From an optimization exercise on the open Yosys and OpenROAD flow, aimed at small area; shortcuts taken in it are not production practice. Function was checked by simulation only, so behaviour that the tests miss may differ from the original.

## west
## pico_i2c_slave
module pico_i2c_slave (
    input  wire       clk,
    input  wire       rst,
    input  wire       scl_i,
    input  wire       sda_i,
    output wire       sda_o,
    output reg        rx_ovf,
    output reg        tx_ovf,
    output reg  [1:0] diag_code
);
    localparam [1:0] BE_IDLE = 2'd0,
                     BE_ADDR = 2'd1,
                     BE_RX   = 2'd2,
                     BE_TX   = 2'd3;
    reg [1:0] be;
    reg [3:0] bitcnt;
    reg       rx_eq;
    reg [2:0] rx_lo;
    reg       rw;
    reg       scl_q, sda_q;
    reg       sda_out;
    reg [3:0] head;       
    reg       valid;      
    reg [1:0] mode;       
    reg [7:0] seq;        
    wire scl = scl_i;
    wire sda = sda_i & sda_out;
    wire lc_start = scl_q & scl &  sda_q & ~sda;
    wire lc_stop  = scl_q & scl & ~sda_q &  sda;
    wire lc_rise  = ~scl_q & scl & (sda_q == sda);
    wire lc_fall  = scl_q & ~scl & (sda_q == sda);
    wire bc_le7 = ~bitcnt[3];
    wire bc_8   = bitcnt[3] & ~bitcnt[0];
    wire bc_9   = bitcnt[3] &  bitcnt[0];
    wire bc_0   = bitcnt == 4'd0;
    wire bc_4   = ~bitcnt[3] & bitcnt[2] & ~bitcnt[1] & ~bitcnt[0];
    wire bc_le4 = ~bitcnt[3] & (~bitcnt[2] | (~bitcnt[1] & ~bitcnt[0]));
    wire bc_1to7 = ~bitcnt[3] & (bitcnt[2:0] != 3'd0);
    wire addr_hit = rx_eq & (rx_lo[2:1] == 2'b00);
    wire [1:0] rx_class = !rx_eq            ? 2'd1 :
                          (rx_lo == 3'b011) ? 2'd2 :
                          (rx_lo == 3'b100) ? 2'd3 :
                          (rx_lo == 3'b101) ? 2'd0 : 2'd1;
    wire [2:0] tx_pos = ~(bitcnt[2:0] & {3{~bitcnt[3]}});
    reg [7:0] cbyte;
    always @* begin
        case ({mode, head})
            {2'd0, 4'd0}: cbyte = 8'h41;
            {2'd0, 4'd1}: cbyte = 8'h42;
            {2'd0, 4'd2}: cbyte = 8'h43;
            {2'd0, 4'd3}: cbyte = 8'h44;
            {2'd0, 4'd4}: cbyte = 8'h31;
            {2'd0, 4'd5}: cbyte = 8'h32;
            {2'd0, 4'd6}: cbyte = 8'h33;
            {2'd0, 4'd7}: cbyte = 8'h34;
  ...
For scale: ~280 cells after synthesis, ~9 I/O pins, ~1900 µm² of cells after synthesis.
Settings: LEC_CHECK=0, CAP_MARGIN=20, CORE_MARGIN=2, CORE_UTILIZATION=40, SLEW_MARGIN=20; clock period 10.0 ns.
standard.sh (not shown) runs the stock make flow with config.mk's settings and CLKGATE_MAP_FILE= SYNTH_SCRIPT=/design/flow/synth_recipe.tcl, a recipe that flattens the netlist after the stock synthesis.
==> flow/flow/run.sh <==
#!/bin/bash
# Layout flow: the standard synthesis, then the combinational logic of
# the synthesized netlist is re-mapped by ABC with a stronger area script
# (flip-flops keep their instances, names and cell types), then the rest of
# the standard layout from floorplan to finish, with the smallest buffer
# (buf_1) as the port buffer that every input and output port gets, and a
# clock tree of clkbuf_4 buffers without dummy loads.
# Each tool's full output goes to a log file in this folder.
set -euo pipefail
HERE=$(pwd)
RES=$HERE/orfs/results/${FLOW_PLATFORM:-sky130hd}/pico_i2c_slave/base
YOSYS=$FLOW_HOME/../tools/install/yosys/bin/yosys
[ -x "$YOSYS" ] || YOSYS=yosys

bash standard.sh synth > standard_synth.log 2>&1

cp $RES/1_2_yosys.v $HERE/synth_standard.v
export LIB=$FLOW_HOME/platforms/sky130hd/lib/sky130_fd_sc_hd__tt_025C_1v80.lib
export IN_V=$HERE/synth_standard.v
export TOP=${FLOW_TOP:-pico_i2c_slave}
export DONT_USE="$(sed -n '/^export DONT_USE_CELLS/,/^#/p' $FLOW_HOME/platforms/sky130hd/config.mk | grep -o 'sky130_fd_sc_hd__[a-z0-9_]*' | tr '\n' ' ')"
export KEEP_CELLS="$(grep -o 'sky130_fd_sc_hd__[a-z0-9_]*' $IN_V | sort -u | grep -E '__(df|edf|sdf|dl|conb|tap|fill|decap|diode)' | tr '\n' ' ')"
# Two ABC scripts; the smaller result is used.
best=""; best_area=""
for v in a b; do
  export ABC_SCRIPT=$HERE/flow/reopt_$v.abc OUT_V=$HERE/synth_reopt_$v
  $YOSYS -c $HERE/flow/reopt.tcl > reopt_yosys_$v.log 2>&1
  python3 $HERE/flow/pick_top.py $OUT_V.all $OUT_V.v $TOP > pick_top_$v.log 2>&1
  area=$(grep "Chip area for top module" $OUT_V.stat | awk '{print $NF}')
  echo "script $v: area $area" >> reopt_choice.log
  if [ -z "$best" ] || awk "BEGIN{exit !($area < $best_area)}"; then best=$v; best_area=$area; fi
done
echo "using script $best" >> reopt_choice.log
cp $HERE/synth_reopt_$best.v $HERE/synth_reopt.v

# Hand the re-mapped netlist to the rest of the standard flow.
cp $HERE/synth_reopt.v $RES/1_2_yosys.v
touch $RES/1_2_yosys.v
export BUFFER_PORTS_ARGS="-buffer_cell sky130_fd_sc_hd__buf_1"
export CTS_ARGS="-sink_clustering_enable -repair_clock_nets -buf_list sky130_fd_sc_hd__clkbuf_4 -dont_use_dummy_load"
bash standard.sh finish > standard_finish.log 2>&1
Other scripts of this flow, unchanged in this note and not shown: flow/flow/pick_top.py, flow/flow/reopt.tcl, flow/flow/reopt_a.abc, flow/flow/reopt_b.abc
Here is what was changed in the inputs of east compared with west.
--- a/flow/design.v
+++ b/flow/design.v
@@ -129,19 +129,21 @@
             scl_q   <= 1'b1;
             sda_q   <= 1'b1;
             sda_out <= 1'b1;
         end else begin
             scl_q <= scl;
             sda_q <= sda;
             if (lc_start || lc_stop) begin
                 be      <= lc_start ? BE_ADDR : BE_IDLE;
+                bitcnt  <= 4'd0;
                 sda_out <= 1'b1;
             end else if (lc_rise) begin
                 if (be != BE_IDLE && !bc_9) begin
+                    bitcnt <= bitcnt + 4'd1;
                     if (keep) begin
                         if (bc_le4)
                             rx_eq <= (bc_0 | rx_eq) &
                                      (sda == (be == BE_ADDR & bc_4));
                         else if (!bc_8 || be == BE_TX)
                             rx_lo <= {rx_lo[1:0], sda};
                     end
                 end
@@ -151,38 +153,41 @@
                         if (bc_8) begin
                             if (addr_hit) begin
                                 rw      <= rx_lo[0];
                                 sda_out <= 1'b0;
                             end else begin
                                 be <= BE_IDLE;
                             end
                         end else if (bc_9) begin
+                            bitcnt <= 4'd0;
                             if (!rw) begin
                                 be      <= BE_RX;
                                 sda_out <= 1'b1;
                             end else begin
                                 be      <= BE_TX;
                                 sda_out <= tx_bit;
                             end
                         end
                     end
                     BE_RX: begin
                         if (bc_8) begin
                             sda_out <= 1'b0;
                         end else if (bc_9) begin
                             sda_out <= 1'b1;
+                            bitcnt  <= 4'd0;
                         end
                     end
                     BE_TX: begin
                         if (bc_1to7) begin
                             sda_out <= tx_bit;
                         end else if (bc_8) begin
                             sda_out <= 1'b1;
                         end else if (bc_9) begin
+                            bitcnt <= 4'd0;
                             if (!rx_lo[0]) begin
                                 sda_out <= tx_bit;
                             end else begin
                                 be      <= BE_IDLE;
                                 sda_out <= 1'b1;
                             end
                         end
                     end
@@ -194,34 +199,32 @@
     always @(posedge clk) begin
         if (rst) begin
             valid     <= 1'b0;
             rx_ovf    <= 1'b0;
             tx_ovf    <= 1'b0;
             diag_code <= 2'd0;
         end else begin
             diag_code <= 2'd0;
-            if (ev_rx) begin
+            if (lc_start || lc_stop) begin
+                head <= 4'd0;
+            end else if (ev_rx) begin
                 if (head == 4'd9) begin
+                    head      <= 4'd0;
                     rx_ovf    <= 1'b1;
                     diag_code <= 2'd1;
-                end else if (head == 4'd8) begin
-                    valid <= 1'b1;
-                    mode  <= rx_class;
+                end else begin
+                    head <= head + 4'd1;
+                    if (head == 4'd8) begin
+                        valid <= 1'b1;
+                        mode  <= rx_class;
+                        seq   <= valid ? seq + 8'd1 : 8'd0;
+                    end
                 end
+            end else if (lc_rise & (be == BE_TX) & bc_8) begin
+                head <= head + 4'd1;
             end else if (fetch & (head == 4'd15)) begin
                 tx_ovf    <= 1'b1;
                 diag_code <= 2'd2;
             end
         end
     end
-    wire       bc_clr = lc_start | lc_stop | (lc_fall & bc_9);
-    wire       bc_inc = lc_rise & ~bc_9;
-    wire       hd_clr = lc_start | lc_stop | (ev_rx & head == 4'd9);
-    wire       hd_inc = ev_rx | (lc_rise & (be == BE_TX) & bc_8);
-    wire       build  = ev_rx & (head == 4'd8);
-    wire       sq_clr = build & ~valid;
-    always @(posedge clk) begin
-        bitcnt <= bc_clr ? 4'd0 : bitcnt + {3'd0, bc_inc};
-        head   <= hd_clr ? 4'd0 : head + {3'd0, hd_inc};
-        seq    <= sq_clr ? 8'd0 : seq + {7'd0, build};
-    end
 endmodule
==> run notes <==
Average footprint of a synthesized cell, east and west: higher on east. Of east and west, east shows the higher synthesized area, with west below it. east vs. west: transition time of the tightest slew-check pin went up by 0.22 ns. Diff west -> east | number of stages on the worst hold path | increase of 1. Changes observed in east relative to west: layout multi-input combinational cell count decreased 0.97%; via count rose 6.6%; maximum frequency grew by about 16%. Per the comparison of east with west, routed metal-1 wire length increased by about 1.2% relative to the old numbers, violation count after the first detailed-route iteration moved up, routed length on met2 went up, layout overhead on the synthesized area climbed 0.86 points, die area went up about 7%. Comparing number of non-clock buffers for east and west, the bigger number came from east.

re-timing with driven ports:
Ports are ideal in the flow. The routed layouts listed here were re-timed in OpenROAD. Step 1, drivers: a clkbuf_16 drives clk and a buf_2 each remaining input, both assumed. Step 2 times the ports against the registers' clock, not the clock port: input delays grow and output delays shrink by t, the midpoint of the rising clock arrivals with the driver on. Three values: ideal ports, drivers, drivers and shift; two values: the first two.
run | t (ns) | slack for setup (ns) | worst setup path after step 2 | cell pins on the clock port's net
west | 0.340 | 4.984 / 4.987 / 4.647 | input to register | 1
east | 0.350 | 5.679 / 5.679 / 5.679 | register to register | 1
After both steps setup and hold are still met in every run listed. For west, which loses most, drivers alone change the setup slack by +0.003 ns; drivers and shift together by -0.337 ns.
